This design comes from an exercise in tuning for small area, a short achievable clock period and few clock cycles on the open sky130 flow, not from production work.
Function was checked by simulation only, so behaviour that the tests miss may differ from the original.
Power figures rest on the tool's default switching activity, not on a simulated workload.

==> flow/constraint.sdc <==
create_clock -name core_clock -period 10.0 [get_ports {clk}]
set_input_delay 2.0000 -clock core_clock [delete_from_list [all_inputs] [get_ports {clk}]]
set_output_delay 2.0000 -clock core_clock [all_outputs]
set_load 0.01 [all_outputs]
==> flow/run.sh <==
#!/bin/bash
# synth_recipe.tcl (not shown) runs the flow's synth.tcl, then flattens the netlist and writes it again
# the make line also repeats each setting of config.mk as NAME=value (left out here)
make -C /OpenROAD-flow-scripts/flow DESIGN_CONFIG=/design/flow/config.mk WORK_HOME=/design/flow/orfs CLKGATE_MAP_FILE= SYNTH_SCRIPT=/design/flow/synth_recipe.tcl finish
==> flow/design.v <==
module cmri_framer (
    input  wire       clk,
    input  wire       rst,
    input  wire       cmd_valid,
    input  wire [11:0] cmd,
    output reg        rsp_valid,
    output reg  [1:0] result,
    output reg  [2:0] err,
    output reg  [2:0] drop,
    output wire [2:0] state,
    output wire       rx_addr_valid,
    output wire [7:0] rx_addr,
    output wire       rx_type_valid,
    output wire [7:0] rx_type,
    output wire [8:0] rx_len,
    input  wire [7:0] rx_idx,
    output wire [7:0] rx_data,
    output wire [9:0] txlen,
    input  wire [9:0] tx_idx,
    output wire [7:0] tx_data
);
    localparam integer MAX  = 128;          
    localparam integer ESC  = 2 * MAX;      
    localparam [2:0] S_IDLE   = 3'd0;
    localparam [2:0] S_ATTN   = 3'd1;
    localparam [2:0] S_START  = 3'd2;
    localparam [2:0] S_ADDR   = 3'd3;
    localparam [2:0] S_TYPE   = 3'd4;
    localparam [2:0] S_DATA   = 3'd5;
    localparam [2:0] S_ESCAPE = 3'd6;
    localparam [3:0] OP_PROCESS     = 4'd1;
    localparam [3:0] OP_SET_FILTER  = 4'd2;
    localparam [3:0] OP_DEC_RESET   = 4'd3;
    localparam [3:0] OP_TX_SET_ADDR = 4'd4;
    localparam [3:0] OP_TX_SET_TYPE = 4'd5;
    localparam [3:0] OP_TX_PUSH     = 4'd6;
    localparam [3:0] OP_TX_CLEAR    = 4'd7;
    localparam [3:0] OP_ENCODE      = 4'd8;
    localparam [1:0] R_OK       = 2'd0;    
    localparam [1:0] R_COMPLETE = 2'd1;
    localparam [1:0] R_ERROR    = 2'd2;
    localparam [2:0] E_NONE           = 3'd0;
    localparam [2:0] E_OVERFLOW       = 3'd1;
    localparam [2:0] E_MISSING_ADDR   = 3'd2;
    localparam [2:0] E_MISSING_TYPE   = 3'd3;
    localparam [2:0] E_INVALID_TYPE   = 3'd4;
    localparam [2:0] D_NONE          = 3'd0;
    localparam [2:0] D_BAD_PREAMBLE  = 3'd1;
    localparam [2:0] D_BAD_START     = 3'd2;
    localparam [2:0] D_ADDR_FILTERED = 3'd3;
    localparam [2:0] D_BAD_TYPE      = 3'd4;
    localparam [2:0] D_OVERFLOW      = 3'd5;
    localparam [7:0] PREAMBLE = 8'hFF;
    localparam [7:0] START    = 8'h02;
    localparam [7:0] STOP     = 8'h03;
    localparam [7:0] ESCAPE   = 8'h10;
    function is_type;
        input [7:0] b;
        is_type = (b == 8'h49) || (b == 8'h54) || (b == 8'h52) || (b == 8'h50);
    endfunction
    wire [3:0] op  = cmd[11:8];
    wire [7:0] arg = cmd[7:0];
    reg  [2:0] dec_state;
    reg        rx_av;
    reg  [7:0] rx_a;
    reg        rx_tv;
    reg  [7:0] rx_t;
    reg  [7:0] rx_n;
    reg  [7:0] rxp [0:MAX-1];
    reg        flt_v;
    reg  [7:0] flt;
    reg        tx_av;
    reg  [7:0] tx_a;
    reg        tx_tv;
    reg  [7:0] tx_t;
    reg  [7:0] tx_n;                 
    reg  [8:0] w_len;                
    reg  [8*ESC-1:0] wbuf;           
    reg  [8*ESC-1:0] obuf;           
    reg  [7:0] o_a;
    reg  [7:0] o_t;
    reg  [9:0] o_len;                
    reg  [9:0] o_stop;               
    wire do_cmd    = cmd_valid;
    wire do_push   = do_cmd && op == OP_TX_PUSH && !tx_n[7];
    wire do_encode = do_cmd && op == OP_ENCODE;
    wire special   = (arg == STOP) || (arg == ESCAPE);
    wire [7:0] first_byte = special ? ESCAPE : arg;
    wire [7:0] even_data  = w_len[0] ? arg : first_byte;
    wire [7:0] odd_data   = w_len[0] ? first_byte : arg;
    genvar j;
    generate
        for (j = 0; j < ESC; j = j + 1) begin : g_slot
            wire hit = (w_len[7:0] == j) || (w_len[7:0] == j - 1);
            always @(posedge clk) begin
                if (do_push && hit)
                    wbuf[8*j +: 8] <= (j % 2 == 0) ? even_data : odd_data;
                if (do_encode)
                    obuf[8*j +: 8] <= wbuf[8*j +: 8];
            end
        end
    endgenerate
    always @(posedge clk) begin
        if (do_encode) begin
            o_a <= tx_a;
            o_t <= tx_t;
        end
    end
    always @(posedge clk) begin
        if (rst) begin
            dec_state <= S_IDLE;
            rx_av     <= 1'b0;
            rx_tv     <= 1'b0;
            rx_n      <= 8'd0;
            flt_v     <= 1'b0;
            tx_av     <= 1'b0;
            tx_tv     <= 1'b0;
            tx_n      <= 8'd0;
            w_len     <= 9'd0;
            o_len     <= 10'd0;
            rsp_valid <= 1'b0;
            result    <= R_OK;
            err       <= E_NONE;
            drop      <= D_NONE;
        end else begin
            rsp_valid <= cmd_valid;
            result    <= R_OK;
            err       <= E_NONE;
            drop      <= D_NONE;
            if (cmd_valid) begin
                case (op)
                    OP_PROCESS: begin
                        case (dec_state)
                            S_IDLE: begin
                                if (arg == PREAMBLE) begin
                                    rx_av     <= 1'b0;
                                    rx_tv     <= 1'b0;
                                    rx_n      <= 8'd0;
                                    dec_state <= S_ATTN;
                                end
                            end
                            S_ATTN: begin
                                if (arg == PREAMBLE) begin
                                    dec_state <= S_START;
                                end else begin
                                    rx_av     <= 1'b0;
                                    rx_tv     <= 1'b0;
                                    rx_n      <= 8'd0;
                                    dec_state <= S_IDLE;
                                    drop      <= D_BAD_PREAMBLE;
                                end
                            end
                            S_START: begin
                                if (arg == START) begin
                                    dec_state <= S_ADDR;
                                end else begin
                                    rx_av     <= 1'b0;
                                    rx_tv     <= 1'b0;
                                    rx_n      <= 8'd0;
                                    dec_state <= S_IDLE;
                                    drop      <= D_BAD_START;
                                end
                            end
                            S_ADDR: begin
                                if (!flt_v || arg == flt) begin
                                    rx_av     <= 1'b1;
                                    rx_a      <= arg;
                                    dec_state <= S_TYPE;
                                end else begin
                                    rx_av     <= 1'b0;
                                    rx_tv     <= 1'b0;
                                    rx_n      <= 8'd0;
                                    dec_state <= S_IDLE;
                                    drop      <= D_ADDR_FILTERED;
                                end
                            end
                            S_TYPE: begin
                                if (is_type(arg)) begin
                                    rx_tv     <= 1'b1;
                                    rx_t      <= arg;
                                    dec_state <= S_DATA;
                                end else begin
                                    rx_av     <= 1'b0;
                                    rx_tv     <= 1'b0;
                                    rx_n      <= 8'd0;
                                    dec_state <= S_IDLE;
                                    drop      <= D_BAD_TYPE;
                                end
                            end
                            S_DATA, S_ESCAPE: begin
                                if (dec_state == S_DATA && arg == ESCAPE) begin
                                    dec_state <= S_ESCAPE;
                                end else if (dec_state == S_DATA && arg == STOP) begin
                                    dec_state <= S_IDLE;
                                    result    <= R_COMPLETE;
                                end else if (rx_n < MAX[7:0]) begin
                                    rxp[rx_n[6:0]] <= arg;
                                    rx_n      <= rx_n + 8'd1;
                                    dec_state <= S_DATA;
                                end else begin
                                    rx_av     <= 1'b0;
                                    rx_tv     <= 1'b0;
                                    rx_n      <= 8'd0;
                                    dec_state <= S_IDLE;
                                    result    <= R_ERROR;
                                    err       <= E_OVERFLOW;
                                    drop      <= D_OVERFLOW;
                                end
                            end
                            default: dec_state <= S_IDLE;
                        endcase
                    end
                    OP_SET_FILTER: begin
                        flt_v <= 1'b1;
                        flt   <= arg;
                    end
                    OP_DEC_RESET: begin
                        rx_av     <= 1'b0;
                        rx_tv     <= 1'b0;
                        rx_n      <= 8'd0;
                        dec_state <= S_IDLE;
                    end
                    OP_TX_SET_ADDR: begin
                        tx_av <= 1'b1;
                        tx_a  <= arg;
                    end
                    OP_TX_SET_TYPE: begin
                        if (is_type(arg)) begin
                            tx_tv <= 1'b1;
                            tx_t  <= arg;
                        end else begin
                            result <= R_ERROR;
                            err    <= E_INVALID_TYPE;
                        end
                    end
                    OP_TX_PUSH: begin
                        if (!tx_n[7]) begin
                            tx_n  <= tx_n + 8'd1;
                            w_len <= w_len + (special ? 9'd2 : 9'd1);
                        end else begin
                            result <= R_ERROR;
                            err    <= E_OVERFLOW;
                        end
                    end
                    OP_TX_CLEAR: begin
                        tx_av <= 1'b0;
                        tx_tv <= 1'b0;
                        tx_n  <= 8'd0;
                        w_len <= 9'd0;
                    end
                    OP_ENCODE: begin
                        if (!tx_av) begin
                            result <= R_ERROR;
                            err    <= E_MISSING_ADDR;
                            o_len  <= 10'd0;
                        end else if (!tx_tv) begin
                            result <= R_ERROR;
                            err    <= E_MISSING_TYPE;
                            o_len  <= 10'd0;
                        end else begin
                            o_len  <= {1'b0, w_len} + 10'd6;
                            o_stop <= {1'b0, w_len} + 10'd5;
                        end
                    end
                    default: ;   
                endcase
            end
        end
    end
    wire [8*(ESC+5)-1:0] frame = {obuf, o_t, o_a, START, PREAMBLE, PREAMBLE};
    wire [7:0] frame_byte = frame[8*tx_idx[8:0] +: 8];
    assign state         = dec_state;
    assign rx_addr_valid = rx_av;
    assign rx_addr       = rx_a;
    assign rx_type_valid = rx_tv;
    assign rx_type       = rx_t;
    assign rx_len        = {1'b0, rx_n};
    assign rx_data       = rxp[rx_idx[6:0]];
    assign txlen         = o_len;
    assign tx_data       = (tx_idx == o_stop) ? STOP : frame_byte;
endmodule
==> flow/config.mk <==
export PLATFORM = sky130hd
export DESIGN_NAME = cmri_framer
export DESIGN_NICKNAME = cmri_framer
export VERILOG_FILES = /design/flow/design.v
export SDC_FILE = /design/flow/constraint.sdc
export NUM_CORES = 4
export LEC_CHECK = 0
export CAP_MARGIN = 20
export CORE_MARGIN = 2
export CORE_UTILIZATION = 30
export PLACE_DENSITY = 0.45
export SLEW_MARGIN = 20
==> impl_metrics.toml, run 1 <==
[finish]
syn_to_final_growth_pct = 15.9
post-route-util_pct = 34.9
nets = 8709
stdcell_count = 17400
drive_above_1_share_pct = 19.7
design_area_sq_mm = 0.216
n_fill_cell = 57400

[worst_setup_path]
required_ps = 8000
crit_arrival_ps = 6870
slowest_stage = "or3b_2"
start_kind = "input pin"
worstSetupPathType = "in2out"
max_stage_delay_ps = 810
worst_setup_path_end_kind = "output pin"
critical_path.cell_chain = "buf_4, or3b_2, nor2_1, a221oi_1, a21boi_0, a2bb2oi_1, a311o_1, buf_4, clkdlybuf4s50_1"
cp_max_fo = 16
cp_common_cell = "buf_4"

[synth]
ys_ff_latch = 5238
synth_edf_count = 5186
syn_inst = 8157
synth_top_cell_area_share_pct = 83.6
synthFlopType = "edfxtp_1"
synth_cell_type_count = 83
synth_area_leaders = "edfxtp_1 (84%), mux4_2 (8.4%), mux2i_1 (1.7%)"
ys_warn_count = 1
async_flop_share_pct = 0
yosys.area.top_type = "edfxtp_1"
synthesis.area_sq_mm = 0.186
yosysSeqAreaShare_pct = 84.1
synth_area_per_cell_sq_um = 22.8

[drt]
vias_per_cell = 4.81
ant_nets = 0
drt-initial-drc-count = 9160
drc_errors = 0
post_drt_wl_per_cell_microns = 28.0
vias = 83700
routed_wl_microns = 488000
drt_pass1_iterations = 6

[global_route]
grt_pass1_wl_microns = 675000
antenna_found_initial = 47
globalRouteOverflowTotal = 0
grt_max_degree = 193
grt_pass1_vias = 86100
grtUsageTotal_pct = 15.1

[cts]
ctsHoldBuffers = 0
cts_sinks = 5238
clockBufferDepth = 4
cts_max_level = 6
cts_root_buf = "clkbuf_16"
clock_latency_ps = 1050
cts_tree = "yes"
cts_resized = 0
cts_buffers = 561
cts_setup_buffers = 0
path_clk_slew_ps = 60

[timing]
rsz0062_at_grt = "no"
fin_skew_ps = 81.0
setup_viol_count_final = 0
worstMarginPinSlew_ps = 1260
slew_violations = 0
min_period_ps = 8870
relSlewSlack_pct = 16.0
hold_viol_final = 0
max_freq_mhz = 113
period_share_pct = 88.7
fin_setup_tns_ps = 0

[power]
p_seq_share_pct = 53.1
p_switching_uw = 9590
internal_power_uw = 35700
power_density_mw_per_mm2 = 210
clockPowerShare_pct = 43.5
fin_total_pwr_uw = 45300
irDropWorstVdd_mv = 0.183
power_frac_comb_pct = 3.5
swShare_pct = 21.2
p_leak_uw = 0.0660

[die]
ios = 98
die_h_microns = 792
start_util_pct = 30.1
core_sq_mm = 0.619
die-area_sq_mm = 0.627
core.rowCount = 289
die_x_microns = 792

[placed_design]
dpl.hpwl_microns = 283000
place.gp.congestion = 0.770
dp.cells = 16400
placed_area_sq_mm = 0.198
portBuffers = 95

[outcome]
status = "no timing/DRC/antenna violations"

[job]
drv_cap = 0

[hold_path]
hold_class = "reg2reg"
[metrics by stage]
| stage | setup slack, ps | hold slack (ps) |
|---|---|---|
| after global placement | 1070 | 400 |
| after global routing | 1090 | 351 |
| after CTS | 1280 | 347 |
| after detailed placement | 1310 | 405 |
| after floorplan | -24070 | 400 |
| final | 1130 | 357 |
[synthesized netlist by cell type (35+ instances only)]
master / instances
buf_6: 35
clkbuf_1: 201
mux4_2: 692
a221oi_1: 56
dfxtp_1: 52
nor3_1: 40
mux2i_1: 324
buf_2: 75
nand2_1: 134
a22oi_1: 119
o21ai_0: 73
edfxtp_1: 5186
nor2_1: 467
a21oi_1: 110
nand3_1: 53
[cell families (layout without fill, tap and decap cells)]
family / after synthesis / in the layout / share of synthesized area (%)
flip-flops: 5238 / 5238 / 84.1
multiplexers: 1042 / 1042 / 10.3
AND/OR/NAND/NOR: 846 / 846 / 2.01
AO/OA/AOI/OAI: 582 / 582 / 2.21
buffers and inverters: 396 / 1340 / 1.08
XOR/XNOR: 41 / 41 / 0.193
adder cells (fa/ha/maj): 11 / 11 / 0.0779
other: 1 / 22 / 0.00201
[cells in the final DEF (no fill, tap or decap), types with 119 or more instances in the layout]
cell	n
edfxtp_1	5186
mux4_2	692
clkbuf_16	572
nor2_1	439
mux2i_1	324
buf_4	170
clkbuf_1	148
clkinv_1	124
nand2_1	122
a22oi_1	119
[routing by layer]
layer  track usage, %  part of all wire (%)  wire (microns)
met5                0                     0               0
met4             3.54                   2.3           11000
met3             2.41                   6.0           29200
met2             24.9                    48          235000
met1             21.1                    44          213000
[power groups by stage]
stage                     registers (uW)  logic (uW)  clock network (uW)
after floorplan                    24700         792                   0
after CTS                          24000        1610               20200
after global routing               24000        1650               21000
final                              24000        1560               19700
after detailed placement           24500        1600                   0
after global placement             24500        1580                   0
[state kept, by name (all words and copies together), names as in the netlist, 3 cells and up]
register   cells
dec_state      3
drop           3
err            3
flt            8
o_a            8
o_len         10
o_stop        10
o_t            8
obuf        2048
rx_a           8
rx_n           8
rx_t           8
rxp         1024
tx_a           8
tx_n           8
tx_t           8
w_len          9
wbuf        2048
[worst max-delay path: cells and delay by family]
kind            cells  cell delay (ps)
simple gates        2             1610
buf+inv             3             1200
compound gates      4             1930
[layout make-up]
type / count / area (sq um) / area share [%]
Antenna cell: 21 / 52.6 / 0.0243
Clock buffer: 722 / 14900 / 6.90
Clock inverter: 277 / 2380 / 1.10
Inverter: 17 / 76.3 / 0.0353
Multi-Input combinational cell: 2523 / 27900 / 12.9
Sequential cell: 5238 / 157000 / 72.6
Tap cell: 8293 / 10400 / 4.81
Timing Repair Buffer: 324 / 3430 / 1.59
[path summary, 6_finish.rpt]
check | from | to | slack [ps] | depth (start not counted)
min | wbuf[626] | obuf[626] | 360 | 0
max reg2reg | w_len[0] | wbuf[41] | 5510 | 7
max | tx_idx[3] | tx_data[1] | 1130 | 9
min reg2reg | wbuf[626] | obuf[626] | 360 | 0
Testbench counts, summed over its fixed seeds: cycles 72,766.
==> run 2, diff against run 1 <==
--- a/flow/design.v
+++ b/flow/design.v
@@ -81,5 +81,5 @@
     reg  [7:0] o_t;
     reg  [9:0] o_len;                
-    reg  [9:0] o_stop;               
+    reg  [8:0] o_stop;               
     wire do_cmd    = cmd_valid;
     wire do_push   = do_cmd && op == OP_TX_PUSH && !tx_n[7];
@@ -260,5 +260,5 @@
                         end else begin
                             o_len  <= {1'b0, w_len} + 10'd6;
-                            o_stop <= {1'b0, w_len} + 10'd5;
+                            o_stop <= w_len + 9'd5;
                         end
                     end
@@ -268,6 +268,54 @@
         end
     end
-    wire [8*(ESC+5)-1:0] frame = {obuf, o_t, o_a, START, PREAMBLE, PREAMBLE};
-    wire [7:0] frame_byte = frame[8*tx_idx[8:0] +: 8];
+    localparam integer NF = 264;     
+    wire [8*NF-1:0] frame = {24'd0, obuf, o_t, o_a, START, PREAMBLE, PREAMBLE};
+    wire [7:0] ta = 8'd1 << tx_idx[2:0];
+    wire [7:0] tb = 8'd1 << tx_idx[5:3];
+    wire [4:0] tc = 5'd1 << tx_idx[8:6];
+    reg  [7:0] t1 [0:NF/8-1];
+    reg  [7:0] t2 [0:4];
+    reg  [7:0] frame_byte;
+    integer g, i;
+    always @(*) begin
+        for (g = 0; g < NF/8; g = g + 1) begin
+            t1[g] = 8'd0;
+            for (i = 0; i < 8; i = i + 1)
+                t1[g] = t1[g] | ({8{ta[i]}} & frame[8*(8*g+i) +: 8]);
+        end
+        for (g = 0; g < 5; g = g + 1) begin
+            t2[g] = 8'd0;
+            for (i = 0; i < 8; i = i + 1)
+                if (8*g+i < NF/8) t2[g] = t2[g] | ({8{tb[i]}} & t1[8*g+i]);
+        end
+        frame_byte = 8'd0;
+        for (g = 0; g < 5; g = g + 1)
+            frame_byte = frame_byte | ({8{tc[g]}} & t2[g]);
+    end
+    wire [8*MAX-1:0] rxf;
+    genvar r;
+    generate
+        for (r = 0; r < MAX; r = r + 1) begin : g_rxf
+            assign rxf[8*r +: 8] = rxp[r];
+        end
+    endgenerate
+    wire [7:0] ra = 8'd1 << rx_idx[2:0];
+    wire [7:0] rb = 8'd1 << rx_idx[5:3];
+    wire [1:0] rc = 2'd1 << rx_idx[6];
+    reg  [7:0] r1 [0:15];
+    reg  [7:0] r2 [0:1];
+    reg  [7:0] rx_byte;
+    always @(*) begin
+        for (g = 0; g < 16; g = g + 1) begin
+            r1[g] = 8'd0;
+            for (i = 0; i < 8; i = i + 1)
+                r1[g] = r1[g] | ({8{ra[i]}} & rxf[8*(8*g+i) +: 8]);
+        end
+        for (g = 0; g < 2; g = g + 1) begin
+            r2[g] = 8'd0;
+            for (i = 0; i < 8; i = i + 1)
+                r2[g] = r2[g] | ({8{rb[i]}} & r1[8*g+i]);
+        end
+        rx_byte = ({8{rc[0]}} & r2[0]) | ({8{rc[1]}} & r2[1]);
+    end
     assign state         = dec_state;
     assign rx_addr_valid = rx_av;
@@ -276,6 +324,6 @@
     assign rx_type       = rx_t;
     assign rx_len        = {1'b0, rx_n};
-    assign rx_data       = rxp[rx_idx[6:0]];
+    assign rx_data       = rx_byte;
     assign txlen         = o_len;
-    assign tx_data       = (tx_idx == o_stop) ? STOP : frame_byte;
+    assign tx_data       = (tx_idx[8:0] == o_stop) ? STOP : frame_byte;
 endmodule
--- a/flow/config.mk
+++ b/flow/config.mk
@@ -8,5 +8,6 @@
 export CAP_MARGIN = 20
 export CORE_MARGIN = 2
-export CORE_UTILIZATION = 30
-export PLACE_DENSITY = 0.45
+export CORE_UTILIZATION = 50
+export PLACE_DENSITY = 0.6
+export SETUP_SLACK_MARGIN = 2.5
 export SLEW_MARGIN = 20
==> run 2 against run 1 <==
Net effect: still clean on timing, DRC and antenna; global-route usage is 13 points higher; utilization rose by 22 points; sequential share of layout area grew 1.6 points; total power decreased by 1.6%; fmax grew 17%; clock-buffer cell count fell by 57; hold slack got worse by 40 ps; routed wire length increased by 7.6%; synthesized cell count increased by 13%; worst setup slack improved by 1300 ps; first-iteration DRC count is 64% higher; critical endpoint is now tx_data[7].
==> impl_metrics.toml, run 2 <==
[synth]
synthFlopType = "edfxtp_1"
synthMuxAreaShare_pct = 3.50
synthesis.area_sq_mm = 0.185
synth_cell_type_count = 92
yosys.area.top_type = "edfxtp_1"
syn_inst = 9184
async_flop_share_pct = 0
synth_xor_area_share_pct = 0.185
yosys.area_share.simple_pct = 2.94
synth_edf_count = 5185
synthMostInstantiatedCell = "edfxtp_1"
synth_area_leaders = "edfxtp_1 (84%), a22oi_1 (2.3%), mux2_2 (1.4%)"
ys_warn_count = 5
synth_top_cell_area_share_pct = 84.4
yosysSeqAreaShare_pct = 84.9
synth_top_family_by_area = "compound AO/OA/AOI/OAI gates"
synth_compound_area_share_pct = 7.06
synthTopCellsByCount = "edfxtp_1 (5,185), a22oi_1 (564), nor2_1 (544)"
synthAdderAreaFrac_pct = 0.0786
synth_area_per_cell_sq_um = 20.1
ys_ff_latch = 5237

[die]
die_x_microns = 612
core.rowCount = 223
die-area_sq_mm = 0.374
ios = 98
core_sq_mm = 0.368
die_h_microns = 612
start_util_pct = 50.1

[cts]
cts_buffers = 532
cts_max_level = 6
clock_latency_ps = 1020
clockBufferDepth = 4
path_clk_slew_ps = 60
cts_root_buf = "clkbuf_16"
cts_sinks = 5237
cts_tree = "yes"
ctsHoldBuffers = 0

[worst_setup_path]
path_buf_inv = 4
crit_cells = 11
max_stage_delay_ps = 610
worstSetupPathType = "in2out"
crit_arrival_ps = 5600
r2r_start = "dec_state[1]"
r2r_setup_slack_ps = 5220
start_kind = "input pin"
crit_family = "buffers and inverters"
worstSetupEndpoint = "tx_data[7]"
cp_max_fo = 26
ff2ff_path_depth = 6
worstSetupStartpoint = "tx_idx[1]"
required_ps = 8000
r2r_end = "rxp[38][2]"
critical_path.cell_chain = "buf_16, nor3b_4, buf_4, buf_4, a22oi_1, a31oi_2, nor3_2, nand3_1, a2bb2oi_2, a31oi_2, clkdlybuf4s50_1"
slowest_stage = "clkdlybuf4s50_1"
worst_setup_path_end_kind = "output pin"

[finish]
nets = 9758
syn_to_final_growth_pct = 14.4
layout.cells.most_common = "edfxtp_1"
drive_above_1_share_pct = 16.2
final_cell_mix = "edfxtp_1 (5,185), a22oi_1 (564), clkbuf_16 (548)"
multi_input_area_sq_mm = 0.0265
design_area_sq_mm = 0.211
seq_area_sq_mm = 0.157
n_fill_cell = 27000

[power]
p_leak_uw = 0.0657
power_density_mw_per_mm2 = 211
irDropWorstVdd_mv = 0.196

[global_route]
grt_max_degree = 165
globalRouteOverflowTotal = 0
grt_pass1_vias = 92200
grtUsageTotal_pct = 27.6
antenna_found_initial = 29
grt_pass1_wl_microns = 723000

[drt]
ant_nets = 0
vias = 95800
post_drt_wl_per_cell_microns = 35.1
routed_wl_microns = 525000
vias_per_cell = 6.40
drc_errors = 0
drt-initial-drc-count = 15000
drt_pass1_iterations = 8

[timing]
rsz0062_at_grt = "yes"
min_period_ps = 7600
worstMarginPinSlew_ps = 1230
relSlewSlack_pct = 17.2
slew_violations = 0
hold_viol_final = 0
fin_skew_ps = 115
period_share_pct = 76.0
max_freq_mhz = 132
setup_slack_ps = 2400
fin_setup_tns_ps = 0
setup_viol_count_final = 0

[placed_design]
placed_area_sq_mm = 0.193
pre_cts_ws_ps = 813
place.gp.congestion = 0.866
dpl.hpwl_microns = 300000
portBuffers = 94

[hold_path]
hold_class = "reg2reg"
worstHoldStart = "wbuf[146]"

[outcome]
status = "no timing/DRC/antenna violations"

[job]
drv_cap = 0
run 2: cell count changes in the layout (fill, tap and decap cells not counted), sizes merged, moves of 63 or more:
cell / delta
nor2: +76
nand2: +63
mux2i: -125
a31oi: +90
mux4: -613
a221oi: +137
mux2: +211
a22oi: +445
buf: +156
a22o: +105
run 2: what timing repair did:
action                                  in CTS  in global routing
buffers inserted                            55                  3
pin swaps                                   31                 12
resized for setup                          176                 25
hold endpoints to repair                     0                  0
endpoints found under the setup margin      16                 12
cloned                                      22                  1
run 2: logic make-up after synthesis:
group	count (synthesis)
buffers and inverters	528
other	1
XOR/XNOR	39
flip-flops	5237
adder cells (fa/ha/maj)	11
AO/OA/AOI/OAI	1719
multiplexers	515
AND/OR/NAND/NOR	1134
run 2: cell type report:
type,instances,area share [%]
tap,4837,2.87
antenna,9,0.0107
inverter,20,0.0468
multi-input combinational,3427,12.6
timing repair buffer,496,2.55
clock buffer,665,6.69
sequential,5237,74.2
clock inverter,281,1.04
run 2: where the power goes:
| group | switching (uW) | leakage, uW | internal, uW | total, uW |
|---|---|---|---|---|
| Sequential | 5.39 | 0.0471 | 24000 | 24000 |
| Combinational | 1270 | 0.0107 | 478 | 1750 |
| Clock | 8150 | 0.00798 | 10600 | 18800 |
| Total | 9430 | 0.0657 | 35100 | 44600 |
run 2: worst min-delay path by stage:
stage                endpoint  slack (ps)  depth (start not counted)
CTS                 obuf[146]         320                          0
floorplan              o_a[0]         400                          0
finish              obuf[146]         320                          0
global placement    obuf[895]         400                          0
global route        obuf[146]         330                          0
detailed placement     o_a[3]         400                          0
run 2: metal layers:
| metal | track usage (%) | part of all wire (%) | wire length (microns) | vias to the layer above |
|---|---|---|---|---|
| met5 | 0 | 0.013 | 70 | - |
| met3 | 6.67 | 12 | 62000 | 988 |
| li1 | - | - | - | 38900 |
| met4 | 8.74 | 3.5 | 18200 | 12 |
| met2 | 42.1 | 45 | 238000 | 6082 |
| met1 | 39.7 | 39 | 206000 | 49800 |
run 2: stage by stage:
step                total power (uW)  instances  utilization (%)  hold slack (ps)
floorplan                      25400       9184                -              400
global placement               26100      13900             52.3              400
detailed placement             26100      13900             52.3              405
CTS                            44700      15000             57.3              317
global route                   45600      15000             57.3              329
finish                         44600      15000             57.3              317
Testbench counts of run 2, summed over its fixed seeds: cycles 72,766.
==> run 3, diff against run 2 <==
--- a/flow/config.mk
+++ b/flow/config.mk
@@ -6,8 +6,11 @@
 export NUM_CORES = 4
 export LEC_CHECK = 0
+export ABC_CLOCK_PERIOD_IN_PS = 3000
 export CAP_MARGIN = 20
 export CORE_MARGIN = 2
-export CORE_UTILIZATION = 50
-export PLACE_DENSITY = 0.6
-export SETUP_SLACK_MARGIN = 2.5
+export CORE_UTILIZATION = 60
+export CTS_CLUSTER_DIAMETER = 60
+export CTS_CLUSTER_SIZE = 24
+export PLACE_DENSITY = 0.7
+export SETUP_SLACK_MARGIN = 4.0
 export SLEW_MARGIN = 20
==> run 3 against run 2 <==
Net effect: hold slack better by 73 ps; global-route usage up 5.9 points; total power down 9.9%; die area down 17%; via count up 4.0%; cell area about the same; combinational power up about 20%; critical path type unchanged; critical endpoint is now tx_data[1]; highest routed layer unchanged.
==> impl_metrics.toml, run 3 <==
[outcome]
status = "no timing/DRC/antenna violations"

[timing]
worstMarginPinSlew_ps = 1200
min_period_ps = 7450
period_share_pct = 74.5
slew_violations = 0
hold_viol_final = 0
rsz0062_at_grt = "yes"
fin_setup_tns_ps = 0
relSlewSlack_pct = 19.8
max_freq_mhz = 134
fin_skew_ps = 61.1
setup_viol_count_final = 0

[finish]
n_fill_cell = 17900
drive_above_1_share_pct = 20.0
design_area_sq_mm = 0.211
nets = 9819
layout.cells.most_common = "edfxtp_1"
final_cell_mix = "edfxtp_1 (5,185), a22oi_1 (538), nor2_1 (460)"
syn_to_final_growth_pct = 14.3
stdcell_count = 14100

[synth]
synthFlopType = "edfxtp_1"
synthMostInstantiatedCell = "edfxtp_1"
synth_edf_count = 5185
ys_warn_count = 5
synth_top_cell_area_share_pct = 84.4
synthesis.area_sq_mm = 0.185
ys_ff_latch = 5237
syn_inst = 9184
synth_area_leaders = "edfxtp_1 (84%), a22oi_1 (2.3%), mux2_2 (1.4%)"
async_flop_share_pct = 0
synth_cell_type_count = 92
yosys.area.top_type = "edfxtp_1"
synthTopCellsByCount = "edfxtp_1 (5,185), a22oi_1 (564), nor2_1 (544)"
synth_area_per_cell_sq_um = 20.1
yosysSeqAreaShare_pct = 84.9

[cts]
clockBufferDepth = 4
cts_root_buf = "clkbuf_16"
cts_sinks = 5237
cts_buffers = 312
cts_max_level = 5
cts_tree = "yes"
path_clk_slew_ps = 90
ctsHoldBuffers = 0
clock_latency_ps = 950

[worst_setup_path]
cp_common_cell = "buf_16"
max_stage_delay_ps = 650
critical_path.cell_chain = "buf_16, buf_16, mux2_2, a221o_1, a222oi_1, a2bb2oi_2, o2111ai_4, a21oi_4, nand4_1, buf_2"
required_ps = 8000
worstSetupPathType = "in2out"
slowest_stage = "a222oi_1"
worst_setup_path_end_kind = "output pin"
crit_arrival_ps = 5450
start_kind = "input pin"
cp_max_fo = 8

[placed_design]
dpl.hpwl_microns = 282000
dp.cells = 13200
place.gp.congestion = 0.871
portBuffers = 94
placed_area_sq_mm = 0.192

[die]
start_util_pct = 60.3
ios = 98
core_sq_mm = 0.306
die_h_microns = 559
die_x_microns = 559
die-area_sq_mm = 0.312
core.rowCount = 203

[power]
swShare_pct = 22.3
clockPowerShare_pct = 35.0
power_density_mw_per_mm2 = 190
p_seq_share_pct = 59.8
p_leak_uw = 0.0656
irDropWorstVdd_mv = 0.155
p_switching_uw = 8950
power_frac_comb_pct = 5.2
internal_power_uw = 31200

[drt]
vias = 99600
drt-initial-drc-count = 19600
vias_per_cell = 7.06
drc_errors = 0
post_drt_wl_per_cell_microns = 38.2
ant_nets = 0
routed_wl_microns = 539000
drt_pass1_iterations = 7

[global_route]
grt_max_degree = 184
antenna_found_initial = 39
globalRouteOverflowTotal = 0
grt_pass1_wl_microns = 720000
grt_pass1_vias = 91900
grtUsageTotal_pct = 33.5

[hold_path]
hold_class = "reg2reg"

[job]
drv_cap = 0
run 3: cell counts after synthesis:
Identical to the previous run, type by type.
run 3: stage by stage:
stage               utilization (%)  setup WS [ps]  total power (uW)  hold slack [ps]
finish                         68.9           2550             40100              389
global route                   68.9           2660             40900              397
CTS                            67.8           2630             39900              391
detailed placement             62.6            740             26000              405
global placement               62.5            756             26000              400
floorplan                         -         -23750             25400              400
run 3: final cells by class:
cell class	count	area [sq um]	area share [%]
clock inverter	187	2440	1.16
sequential	5237	157000	74.3
clock buffer	332	7970	3.78
antenna	29	72.6	0.0344
timing repair buffer	776	10000	4.76
inverter	20	118	0.0557
multi-input combinational	3428	28500	13.5
tap	4100	5130	2.43
run 3: cell families (layout without fill, tap and decap cells):
group,count (synthesis),count (layout),synth area share (%)
flops,5237,5237,84.9
other cells,1,30,0.00203
fa+ha+maj,11,11,0.0786
simple gates,1134,1143,2.94
buf+inv,528,1315,1.31
xor+xnor,39,39,0.185
mux,515,515,3.50
compound gates,1719,1719,7.06
run 3: critical path: cells and delay by family:
family                 cells  cell delay (ps)
AOI/OAI and AO/OA          5             1700
muxes                      1              350
buffers and inverters      3              740
and+or+nand+nor            1              610
run 3: worst paths after layout:
kind                 from         end  slack [ps]  cells past startpoint
max             tx_idx[0]  tx_data[1]        2550                     10
min            wbuf[1125]  obuf[1125]         390                      0
max reg2reg  dec_state[1]  rxp[29][7]        5380                      6
min reg2reg    wbuf[1125]  obuf[1125]         390                      0
run 3: per-layer routing:
layer / routed length [microns] / GRT usage, %
met1: 186000 / 47.5
met2: 240000 / 49.6
met3: 84700 / 9.26
met4: 28200 / 14.3
met5: 157 / 0
run 3: power by group through the flow:
| stage | clock, uW | sequential, uW | combinational, uW |
|---|---|---|---|
| after global routing | 14800 | 24000 | 2100 |
| after floorplan | 0 | 24700 | 724 |
| after CTS | 14100 | 24000 | 1860 |
| final | 14100 | 24000 | 2100 |
| after detailed placement | 0 | 24500 | 1550 |
| after global placement | 0 | 24500 | 1520 |
run 3: repair_timing:
item,in CTS,in global routing
hold endpoints to repair,0,0
setup buffers,164,143
endpoints found under the setup margin,16,504
pin swaps,116,128
cloned,61,27
resized for setup,589,275
==> run 4, diff against run 3 <==
--- a/flow/design.v
+++ b/flow/design.v
@@ -55,4 +55,17 @@
     localparam [7:0] STOP     = 8'h03;
     localparam [7:0] ESCAPE   = 8'h10;
+    function [1:0] type_code;
+        input [7:0] b;
+        type_code = {b[3] | b[2], b[3] | b[1]};
+    endfunction
+    function [7:0] type_byte;
+        input [1:0] c;
+        case (c)
+            2'd3:    type_byte = 8'h49;
+            2'd2:    type_byte = 8'h54;
+            2'd1:    type_byte = 8'h52;
+            default: type_byte = 8'h50;
+        endcase
+    endfunction
     function is_type;
         input [7:0] b;
@@ -65,5 +78,5 @@
     reg  [7:0] rx_a;
     reg        rx_tv;
-    reg  [7:0] rx_t;
+    reg  [1:0] rx_t;
     reg  [7:0] rx_n;
     reg  [7:0] rxp [0:MAX-1];
@@ -73,5 +86,5 @@
     reg  [7:0] tx_a;
     reg        tx_tv;
-    reg  [7:0] tx_t;
+    reg  [1:0] tx_t;
     reg  [7:0] tx_n;                 
     reg  [8:0] w_len;                
@@ -79,5 +92,5 @@
     reg  [8*ESC-1:0] obuf;           
     reg  [7:0] o_a;
-    reg  [7:0] o_t;
+    reg  [1:0] o_t;
     reg  [9:0] o_len;                
     reg  [8:0] o_stop;               
@@ -178,5 +191,5 @@
                                 if (is_type(arg)) begin
                                     rx_tv     <= 1'b1;
-                                    rx_t      <= arg;
+                                    rx_t      <= type_code(arg);
                                     dec_state <= S_DATA;
                                 end else begin
@@ -228,5 +241,5 @@
                         if (is_type(arg)) begin
                             tx_tv <= 1'b1;
-                            tx_t  <= arg;
+                            tx_t  <= type_code(arg);
                         end else begin
                             result <= R_ERROR;
@@ -269,5 +282,5 @@
     end
     localparam integer NF = 264;     
-    wire [8*NF-1:0] frame = {24'd0, obuf, o_t, o_a, START, PREAMBLE, PREAMBLE};
+    wire [8*NF-1:0] frame = {24'd0, obuf, type_byte(o_t), o_a, START, PREAMBLE, PREAMBLE};
     wire [7:0] ta = 8'd1 << tx_idx[2:0];
     wire [7:0] tb = 8'd1 << tx_idx[5:3];
@@ -322,5 +335,5 @@
     assign rx_addr       = rx_a;
     assign rx_type_valid = rx_tv;
-    assign rx_type       = rx_t;
+    assign rx_type       = type_byte(rx_t);
     assign rx_len        = {1'b0, rx_n};
     assign rx_data       = rx_byte;
--- a/flow/config.mk
+++ b/flow/config.mk
@@ -6,11 +6,11 @@
 export NUM_CORES = 4
 export LEC_CHECK = 0
-export ABC_CLOCK_PERIOD_IN_PS = 3000
+export ABC_AREA = 1
 export CAP_MARGIN = 20
 export CORE_MARGIN = 2
-export CORE_UTILIZATION = 60
+export CORE_UTILIZATION = 50
 export CTS_CLUSTER_DIAMETER = 60
 export CTS_CLUSTER_SIZE = 24
-export PLACE_DENSITY = 0.7
+export PLACE_DENSITY = 0.6
 export SETUP_SLACK_MARGIN = 4.0
 export SLEW_MARGIN = 20
==> run 4 against run 3 <==
Net effect: die area is 22% higher; critical path depth is 4 higher; clock skew is 7.7 ps higher; cell area is 2.7% higher; synthesized cell count is 38% higher; sequential cell count is 18 lower; clock power is 15% higher; register-to-register slack better by 630 ps; worst setup slack better by 840 ps; via count is 9.3% higher; combinational power is 5% lower; first-iteration DRC count is 20% lower.
==> impl_metrics.toml, run 4 <==
[outcome]
status = "no timing/DRC/antenna violations"

[placed_design]
place.gp.congestion = 0.878
dp.cells = 17500
portBuffers = 91
dpl.hpwl_microns = 287000

[synth]
synth_area_leaders = "edfxtp_1 (82%), nand2_1 (7.3%), nand3_1 (2.0%)"
yosys.area.top_type = "edfxtp_1"
ys_ff_latch = 5219
synth_edf_count = 5167
yosysSeqAreaShare_pct = 82.9
synth_top_cell_area_share_pct = 82.3
synthTopCellsByCount = "edfxtp_1 (5,167), nand2_1 (3,650), nor2_1 (889)"
synth_area_per_cell_sq_um = 14.8
synthesis.area_sq_mm = 0.188
synth_cell_type_count = 49
ys_warn_count = 5
async_flop_share_pct = 0
syn_inst = 12700
synthFlopType = "edfxtp_1"
synthMostInstantiatedCell = "edfxtp_1"

[global_route]
grt_max_degree = 174
antenna_found_initial = 26
grt_pass1_vias = 104000
grt_pass1_wl_microns = 772000
grtUsageTotal_pct = 28.6
globalRouteOverflowTotal = 0

[power]
power_frac_comb_pct = 4.8
irDropWorstVdd_mv = 0.250
power_density_mw_per_mm2 = 195
p_switching_uw = 10000
p_seq_share_pct = 56.9
internal_power_uw = 32200
swShare_pct = 23.7
clockPowerShare_pct = 38.4
p_leak_uw = 0.0745

[timing]
fin_setup_tns_ps = 0
max_freq_mhz = 151
relSlewSlack_pct = 17.3
min_period_ps = 6610
hold_viol_final = 0
worstMarginPinSlew_ps = 1240
setup_viol_count_final = 0
period_share_pct = 66.1
slew_violations = 0
fin_skew_ps = 68.8
rsz0062_at_grt = "yes"

[finish]
layout.cells.most_common = "edfxtp_1"
drive_above_1_share_pct = 13.2
nets = 13200
final_cell_mix = "edfxtp_1 (5,167), nand2_1 (3,462), nor2_1 (751)"
post-route-util_pct = 57.8
syn_to_final_growth_pct = 15.0
stdcell_count = 18400

[hold_path]
hold_end = "obuf[1119]"
worstHoldStart = "wbuf[1119]"
hold-path-cell-count = 0
hold_class = "reg2reg"

[die]
core_sq_mm = 0.375
die_x_microns = 618
core.rowCount = 225
die_h_microns = 618
die-area_sq_mm = 0.382
ios = 98
start_util_pct = 50.2

[cts]
cts_max_level = 5
path_clk_slew_ps = 90
clock_latency_ps = 1030
cts_sinks = 5219
clockBufferDepth = 4
ctsHoldBuffers = 0
cts_tree = "yes"
cts_root_buf = "clkbuf_16"
cts_buffers = 361

[worst_setup_path]
worst_setup_path_end_kind = "output pin"
r2r_start = "dec_state[1]"
required_ps = 8000
worstSetupStartpoint = "tx_idx[5]"
r2r_end = "rxp[82][0]"
cp_max_fo = 24
r2r_setup_slack_ps = 6010
crit_arrival_ps = 4610
start_kind = "input pin"
ff2ff_path_depth = 11
worstSetupPathType = "in2out"

[drt]
drt-initial-drc-count = 15700
drt_pass1_iterations = 8
drc_errors = 0
routed_wl_microns = 557000
vias = 109000
ant_nets = 0
vias_per_cell = 5.91
post_drt_wl_per_cell_microns = 30.3

[job]
drv_cap = 0
[run 4: changes by cell type after synthesis, sizes merged, moves of 351 or more]
| cell | previous run | this run |
|---|---|---|
| nand4 | 54 | 415 |
| inv | 19 | 384 |
| nand2 | 197 | 3651 |
| nand3 | 89 | 756 |
| nor2 | 544 | 895 |
| a22oi | 564 | 9 |
[run 4: what timing repair did]
action / CTS / global route
pin swaps: 189 / 147
gates cloned: 76 / 8
setup buffers: 146 / 35
endpoints found under the setup margin: 16 / 16
resized for setup: 852 / 219
[run 4: worst max-delay path by stage]
| stage | to | slack [ps] | cells past startpoint |
|---|---|---|---|
| floorplan | o_stop[0] | -24880 | 7 |
| global placement | tx_data[6] | 1360 | 18 |
| global route | tx_data[1] | 3410 | 19 |
| detailed placement | tx_data[6] | 1400 | 18 |
| finish | tx_data[6] | 3390 | 14 |
| CTS | tx_data[1] | 3400 | 21 |
[run 4: kinds of logic (layout without fill, tap and decap cells)]
family                   after synthesis  in the layout  synth area share, %
AND/OR/NAND/NOR                     5783           5784                 12.7
flip-flops                          5219           5219                 82.9
buffers and inverters                974           1671                 2.09
AO/OA/AOI/OAI                        708            708                 2.19
XOR/XNOR                              18             18               0.0837
adder cells (fa/ha/maj)               11             11               0.0770
other                                  2             17              0.00399
[run 4: area by class of cell]
cell class | count | area [sq um]
Tap cell | 4994 | 6250
Clock inverter | 291 | 3950
Fill cell | 28300 | 159000
Clock buffer | 373 | 9100
Sequential cell | 5219 | 156000
Antenna cell | 13 | 32.5
Timing Repair Buffer | 607 | 8510
Multi-Input combinational cell | 6525 | 30900
Timing Repair inverter | 13 | 141
Inverter | 387 | 1630
[run 4: metal layers]
layer | track usage, % | wire [microns] | share of wire (%) | up-vias
li1 | - | - | - | 46600
met1 | 38.2 | 208000 | 37 | 54900
met2 | 46.2 | 264000 | 47 | 6177
met3 | 4.66 | 55300 | 9.9 | 1130
met4 | 13.7 | 29800 | 5.3 | 12
met5 | 0.265 | 75 | 0.013 | -
[run 4: critical path, stage by stage]
cell	delay [ps]
dlygate4sd2_1	390
clkinvlp_4	160
buf_4	190
nor3_4	240
buf_12	290
nand2_1	100
nand2_1	200
nor2_1	80
nand2_2	250
nand2_1	150
nand3_4	160
nor2_4	60
nor2_4	140
buf_6	130
[run 4: per-stage QoR]
| stage | worst slack, ps | power, uW | hold WS (ps) | area, sq um |
|---|---|---|---|---|
| after floorplan | -24880 | 25300 | 400 | 188000 |
| after global placement | 1360 | 26000 | 400 | 196000 |
| after detailed placement | 1400 | 26000 | 405 | 196000 |
| after CTS | 3400 | 42200 | 376 | 215000 |
| after global routing | 3410 | 43100 | 389 | 217000 |
| final | 3390 | 42200 | 373 | 217000 |
[run 4: power by group through the flow]
| stage | registers (uW) | clock network, uW | logic (uW) |
|---|---|---|---|
| after floorplan | 24600 | 0 | 716 |
| after global placement | 24500 | 0 | 1540 |
| after detailed placement | 24500 | 0 | 1550 |
| after CTS | 24000 | 16300 | 1910 |
| after global routing | 24000 | 17100 | 2080 |
| final | 24000 | 16200 | 2000 |
Testbench counts of run 4, summed over its fixed seeds: cycles 72,766.
==> run 5, diff against run 4 <==
--- a/flow/config.mk
+++ b/flow/config.mk
@@ -9,8 +9,8 @@
 export CAP_MARGIN = 20
 export CORE_MARGIN = 2
-export CORE_UTILIZATION = 50
+export CORE_UTILIZATION = 60
 export CTS_CLUSTER_DIAMETER = 60
 export CTS_CLUSTER_SIZE = 24
-export PLACE_DENSITY = 0.6
+export PLACE_DENSITY = 0.7
 export SETUP_SLACK_MARGIN = 4.0
 export SLEW_MARGIN = 20
==> run 5 against run 4 <==
Net effect: sequential share of layout area increased by 0.79 points; largest power group unchanged; fmax increased by 1.5%; still clean on timing, DRC and antenna; largest cell class unchanged; final cell count decreased by 5.3%.
==> impl_metrics.toml, run 5 <==
[timing]
worstMarginPinSlew_ps = 1390
fin_setup_tns_ps = 0
max_freq_mhz = 154
min_period_ps = 6510
period_share_pct = 65.1
slew_violations = 0
hold_viol_final = 0
fin_skew_ps = 67.2
setup_viol_count_final = 0
relSlewSlack_pct = 7.00
rsz0062_at_grt = "yes"
setup_slack_ps = 3490

[synth]
syn_inst = 12700
yosys.area.top_type = "edfxtp_1"
synth_area_per_cell_sq_um = 14.8
yosysSeqAreaShare_pct = 82.9
async_flop_share_pct = 0
synth_edf_count = 5167
ys_ff_latch = 5219
synth_area_leaders = "edfxtp_1 (82%), nand2_1 (7.3%), nand3_1 (2.0%)"
ys_warn_count = 5
synthMostInstantiatedCell = "edfxtp_1"
synth_top_cell_area_share_pct = 82.3
synthesis.area_sq_mm = 0.188
synthFlopType = "edfxtp_1"
synth_cell_type_count = 49
synthTopCellsByCount = "edfxtp_1 (5,167), nand2_1 (3,650), nor2_1 (889)"

[global_route]
antenna_found_initial = 19
grt_pass1_wl_microns = 765000
globalRouteOverflowTotal = 0
grtUsageTotal_pct = 34.2
grt_max_degree = 199
grt_pass1_vias = 105000

[cts]
cts_tree = "yes"
path_clk_slew_ps = 90
cts_root_buf = "clkbuf_16"
cts_sinks = 5219
cts_max_level = 5
clock_latency_ps = 950
clockBufferDepth = 4
ctsHoldBuffers = 0
cts_buffers = 301

[hold_path]
hold_class = "reg2reg"

[power]
power_density_mw_per_mm2 = 185
p_leak_uw = 0.0738
fin_total_pwr_uw = 39700
irDropWorstVdd_mv = 0.203

[die]
core.rowCount = 205
die_x_microns = 564
ios = 98
start_util_pct = 60.4
die-area_sq_mm = 0.319
core_sq_mm = 0.312
die_h_microns = 564

[finish]
drive_above_1_share_pct = 13.3
final_cell_mix = "edfxtp_1 (5,167), nand2_1 (3,402), nand3_1 (708)"
syn_to_final_growth_pct = 13.8
layout.cells.most_common = "edfxtp_1"
nets = 13100
post-route-util_pct = 68.7

[worst_setup_path]
crit_arrival_ps = 4510
worst_setup_path_end_kind = "output pin"
required_ps = 8000
worstSetupPathType = "in2out"
cp_max_fo = 7
start_kind = "input pin"

[outcome]
status = "no timing/DRC/antenna violations"

[placed_design]
pre_cts_ws_ps = 1380
dpl.hpwl_microns = 283000
portBuffers = 91
place.gp.congestion = 0.916

[job]
drv_cap = 0

[drt]
drt-initial-drc-count = 18800
ant_nets = 0
routed_wl_microns = 551000
vias_per_cell = 6.37
drt_pass1_iterations = 9
drc_errors = 0
post_drt_wl_per_cell_microns = 31.6
vias = 111000
[run 5: power breakdown]
part	switching [uW]	internal (uW)
Combinational	1540	576
Clock	7290	6290
Sequential	23.8	24000
Total	8850	30800
[run 5: layer usage]
layer,track usage [%],up-vias,part of all wire (%)
li1,-,46400,-
met1,44.7,54700,34
met3,7.58,1662,13
met5,0,-,0.0096
met2,53.2,8371,46
met4,20.9,10,7.2
[run 5: critical path, stage by stage]
cell and delay [ps]:
buf_16 140, buf_16 180, nor2_4 200, buf_12 150, buf_16 200, buf_16 210, nand3_2 90, nand2_1 120
nor2_2 60, nand2_2 80, nand2_2 90, nand2_4 130, nor2_1 60, nand2_2 210, nand2_2 110, nand3_4 100
nor2_4 50, nor2_4 140, buf_6 130
[run 5: kinds of logic (layout without fill, tap and decap cells)]
kind of cell	after synthesis	after routing	synth area share (%)
xor gates and xnor gates	18	18	0.0837
adders and majority gates	11	11	0.0770
and+or+nand+nor	5783	5786	12.7
buffers and inverters	974	1539	2.09
other	2	28	0.00399
AOI/OAI and AO/OA	708	708	2.19
DFF	5219	5219	82.9
[run 5: cell type report]
| class | instances | area [sq um] |
|---|---|---|
| antenna | 24 | 60.1 |
| multi-input combinational | 6527 | 31600 |
| tap | 4140 | 5180 |
| clock buffer | 325 | 7810 |
| sequential | 5219 | 156000 |
| timing repair buffer | 650 | 9700 |
| inverter | 387 | 1640 |
| fill | 19600 | 97800 |
| timing repair inverter | 14 | 154 |
| clock inverter | 163 | 1990 |
[run 5: what timing repair did]
action,in CTS,in global routing
gates cloned,103,8
resized for setup,1114,232
setup endpoints to repair,16,131
pin swaps,255,168
buffers inserted,186,18
[run 5: path summary, 6_finish.rpt]
kind | startpoint | endpoint | cells past startpoint | slack, ps
worst min-delay path | wbuf[1283] | obuf[1283] | 0 | 400
worst max-delay path | tx_idx[1] | tx_data[6] | 19 | 3490
worst max register to register | w_len[2] | wbuf[1973] | 7 | 5580
worst min register to register | wbuf[1283] | obuf[1283] | 0 | 400
[run 5: stage by stage]
stage | std cells | cell area [sq um] | hold WS (ps)
floorplan | 12700 | 188000 | 400
global placement | 16600 | 195000 | 400
detailed placement | 16600 | 195000 | 405
CTS | 17400 | 213000 | 405
global route | 17400 | 214000 | 410
finish | 17400 | 214000 | 399
==> run 6, diff against run 5 <==
--- a/flow/config.mk
+++ b/flow/config.mk
@@ -13,4 +13,4 @@
 export CTS_CLUSTER_SIZE = 24
 export PLACE_DENSITY = 0.7
-export SETUP_SLACK_MARGIN = 4.0
+export SETUP_SLACK_MARGIN = 3.6
 export SLEW_MARGIN = 20
==> run 6 against run 5 <==
Net effect: critical path depth shrank 3; total power is essentially flat; clock-buffer cell count is the same; clock skew shrank 12 ps; cell area shrank 0.34%; area after synthesis is the same; largest power group unchanged; sequential power is essentially flat; combinational power is essentially flat; sequential share of layout area grew 0.25 points; register-to-register slack gained 60 ps; utilization shrank 0.24 points; routed wire length shrank 0.36%.
==> impl_metrics.toml, run 6 <==
[outcome]
status = "no timing/DRC/antenna violations"

[cts]
cts_max_level = 5
cts_tree = "yes"
cts_sinks = 5219
cts_root_buf = "clkbuf_16"
clock_latency_ps = 970
path_clk_slew_ps = 80
cts_buffers = 301
clockBufferDepth = 4

[global_route]
antenna_found_initial = 22
grt_pass1_vias = 105000
grt_max_degree = 199
globalRouteOverflowTotal = 0
grt_pass1_wl_microns = 758000
grtUsageTotal_pct = 33.9

[worst_setup_path]
cp_max_fo = 15
worst_setup_path_end_kind = "output pin"
slowest_stage = "clkdlybuf4s50_1"
r2r_end = "wbuf[1461]"
crit_family = "buffers and inverters"
start_kind = "input pin"
path_buf_inv = 8
r2r_start = "w_len[2]"
critical_path.cell_chain = "buf_12, buf_12, clkinvlp_4, nand3_4, inv_8, buf_16, buf_16, nand2_1, o2111ai_1, o21ai_0, nand2_2, nor2_1, nand3_1, nand2_1, inv_1, clkdlybuf4s50_1"
max_stage_delay_ps = 470
r2r_setup_slack_ps = 5640
ff2ff_path_depth = 7
crit_arrival_ps = 4640
worstSetupPathType = "in2out"
required_ps = 8000

[drt]
vias = 110000
drt-initial-drc-count = 19200
drt_pass1_iterations = 7
drc_errors = 0
vias_per_cell = 6.33
routed_wl_microns = 549000
ant_nets = 0
post_drt_wl_per_cell_microns = 31.6

[timing]
worstMarginPinSlew_ps = 1250
fin_skew_ps = 55.1
slew_violations = 0
period_share_pct = 66.4
hold_viol_final = 0
relSlewSlack_pct = 17.0
max_freq_mhz = 151
fin_setup_tns_ps = 0
rsz0062_at_grt = "yes"
setup_viol_count_final = 0
min_period_ps = 6640

[synth]
async_flop_share_pct = 0
synth_top_cell_area_share_pct = 82.3
yosysSeqAreaShare_pct = 82.9
ys_ff_latch = 5219
synthesis.area_sq_mm = 0.188
syn_inst = 12700
synth_edf_count = 5167
synth_area_leaders = "edfxtp_1 (82%), nand2_1 (7.3%), nand3_1 (2.0%)"
synthMostInstantiatedCell = "edfxtp_1"
synthTopCellsByCount = "edfxtp_1 (5,167), nand2_1 (3,650), nor2_1 (889)"
synth_area_per_cell_sq_um = 14.8
synthFlopType = "edfxtp_1"
yosys.area.top_type = "edfxtp_1"
ys_warn_count = 5
synth_cell_type_count = 49

[die]
core.rowCount = 205
start_util_pct = 60.4
die-area_sq_mm = 0.319
ios = 98
core_sq_mm = 0.312
die_h_microns = 564
die_x_microns = 564

[power]
irDropWorstVdd_mv = 0.204
p_leak_uw = 0.0735
power_density_mw_per_mm2 = 186

[placed_design]
place.gp.congestion = 0.916
dpl.hpwl_microns = 283000
portBuffers = 91

[finish]
post-route-util_pct = 68.4
nets = 13100
final_cell_mix = "edfxtp_1 (5,167), nand2_1 (3,402), nor2_1 (713)"
syn_to_final_growth_pct = 13.4
drive_above_1_share_pct = 12.4
n_fill_cell = 19700
layout.cells.most_common = "edfxtp_1"

[hold_path]
hold_class = "reg2reg"
worstHoldStart = "wbuf[1733]"
hold_end = "obuf[1733]"
hold-path-cell-count = 0

[job]
drv_cap = 0
## run 6: cell counts after synthesis
Identical to the previous run, type by type.
## run 6: kinds of logic after synthesis
family / synth area share, %
fa+ha+maj: 0.0770
xor+xnor: 0.0837
flops: 82.9
other cells: 0.00399
simple gates: 12.7
buf+inv: 2.09
compound gates: 2.19
## run 6: metrics by stage
stage	hold slack, ps	cells	total power [uW]	area (sq um)	worst slack (ps)
CTS	405	17300	39500	212000	3500
finish	400	17400	39600	214000	3360
global route	409	17400	40500	214000	3320
floorplan	400	12700	25300	188000	-24880
global placement	400	16600	26000	195000	1350
detailed placement	405	16600	26000	195000	1380
## run 6: worst max path at each step
stage | from | to | slack [ps] | depth (start not counted)
global route | rx_idx[0] | rx_data[0] | 3320 | 16
floorplan | cmd[8] | o_stop[0] | -24880 | 7
CTS | tx_idx[1] | tx_data[4] | 3500 | 19
detailed placement | tx_idx[2] | tx_data[4] | 1380 | 18
finish | rx_idx[0] | rx_data[0] | 3360 | 16
global placement | tx_idx[2] | tx_data[4] | 1350 | 18
## run 6: report_power, final
group / leakage, uW / internal (uW) / switching, uW
Sequential: 0.0469 / 24000 / 24.0
Clock: 0.00476 / 6290 / 7300
Combinational: 0.0218 / 562 / 1520
## run 6: final cells by class
cell class / instances / area (sq um) / share of cell area (%)
Antenna cell: 11 / 27.5 / 0.0129
Clock inverter: 163 / 1990 / 0.929
Timing Repair inverter: 12 / 133 / 0.0621
Multi-Input combinational cell: 6526 / 31200 / 14.6
Tap cell: 4140 / 5180 / 2.42
Inverter: 387 / 1650 / 0.771
Sequential cell: 5219 / 156000 / 73.1
Timing Repair Buffer: 627 / 9410 / 4.41
Clock buffer: 325 / 7810 / 3.66
## run 6: layer usage
metal,up-vias,track usage [%],wire [microns]
met5,-,0,32
met4,4,20.2,38300
met3,1543,6.85,72300
met2,8187,52.9,255000
met1,54100,44.7,184000
li1,46300,-,-
## run 6: worst register-to-register path: stages (launching register included)
cell and delay (ps):
dfxtp_1 420, clkinv_1 260, nor2_1 240, inv_1 110
nor2_1 650, clkinv_2 760, buf_4 570, a21oi_1 980
## run 6: what timing repair did
item,in CTS,in global routing
hold buffers,0,0
setup endpoints to repair,16,16
gates resized for setup,924,281
pin swaps,144,180
gates cloned,93,18
setup buffers,143,32

==> separate check: timing with driven ports <==
In the flow no input, the clock included, has a driving cell. The finished layouts below were timed again as built, in two steps.
Step 1, drivers: a clkbuf_16 drives clk and a buf_2 each remaining input, both assumed.
Step 2, shift: input delay + t, output delay - t, t = (earliest + latest rising clock arrival at the registers) / 2. This alone moves slack from input paths to output paths.
Slacks: ideal ports / drivers / drivers and shift; pairs: ideal ports / drivers.
run | t (ns) | slack for setup (ns) | clock arrival spread, ns | cell pins on the clock port's net
run 1 | 1.140 | 1.131 / 1.103 / 1.103 | 0.092 / 0.092 | 1
run 2 | 1.080 | 2.401 / 2.052 / 2.052 | 0.134 / 0.134 | 1
run 3 | 1.034 | 2.553 / 2.011 / 2.011 | 0.078 / 0.078 | 1
run 4 | 1.107 | 3.391 / 2.971 / 2.971 | 0.087 / 0.087 | 1
run 5 | 1.042 | 3.489 / 3.204 / 2.873 | 0.092 / 0.091 | 1
run 6 | 1.035 | 3.363 / 3.076 / 2.921 | 0.080 / 0.080 | 1
After both steps every run listed still meets setup and hold. The setup slack of run 5, which loses most, moves by -0.285 ns with the drivers and by -0.616 ns with both steps.
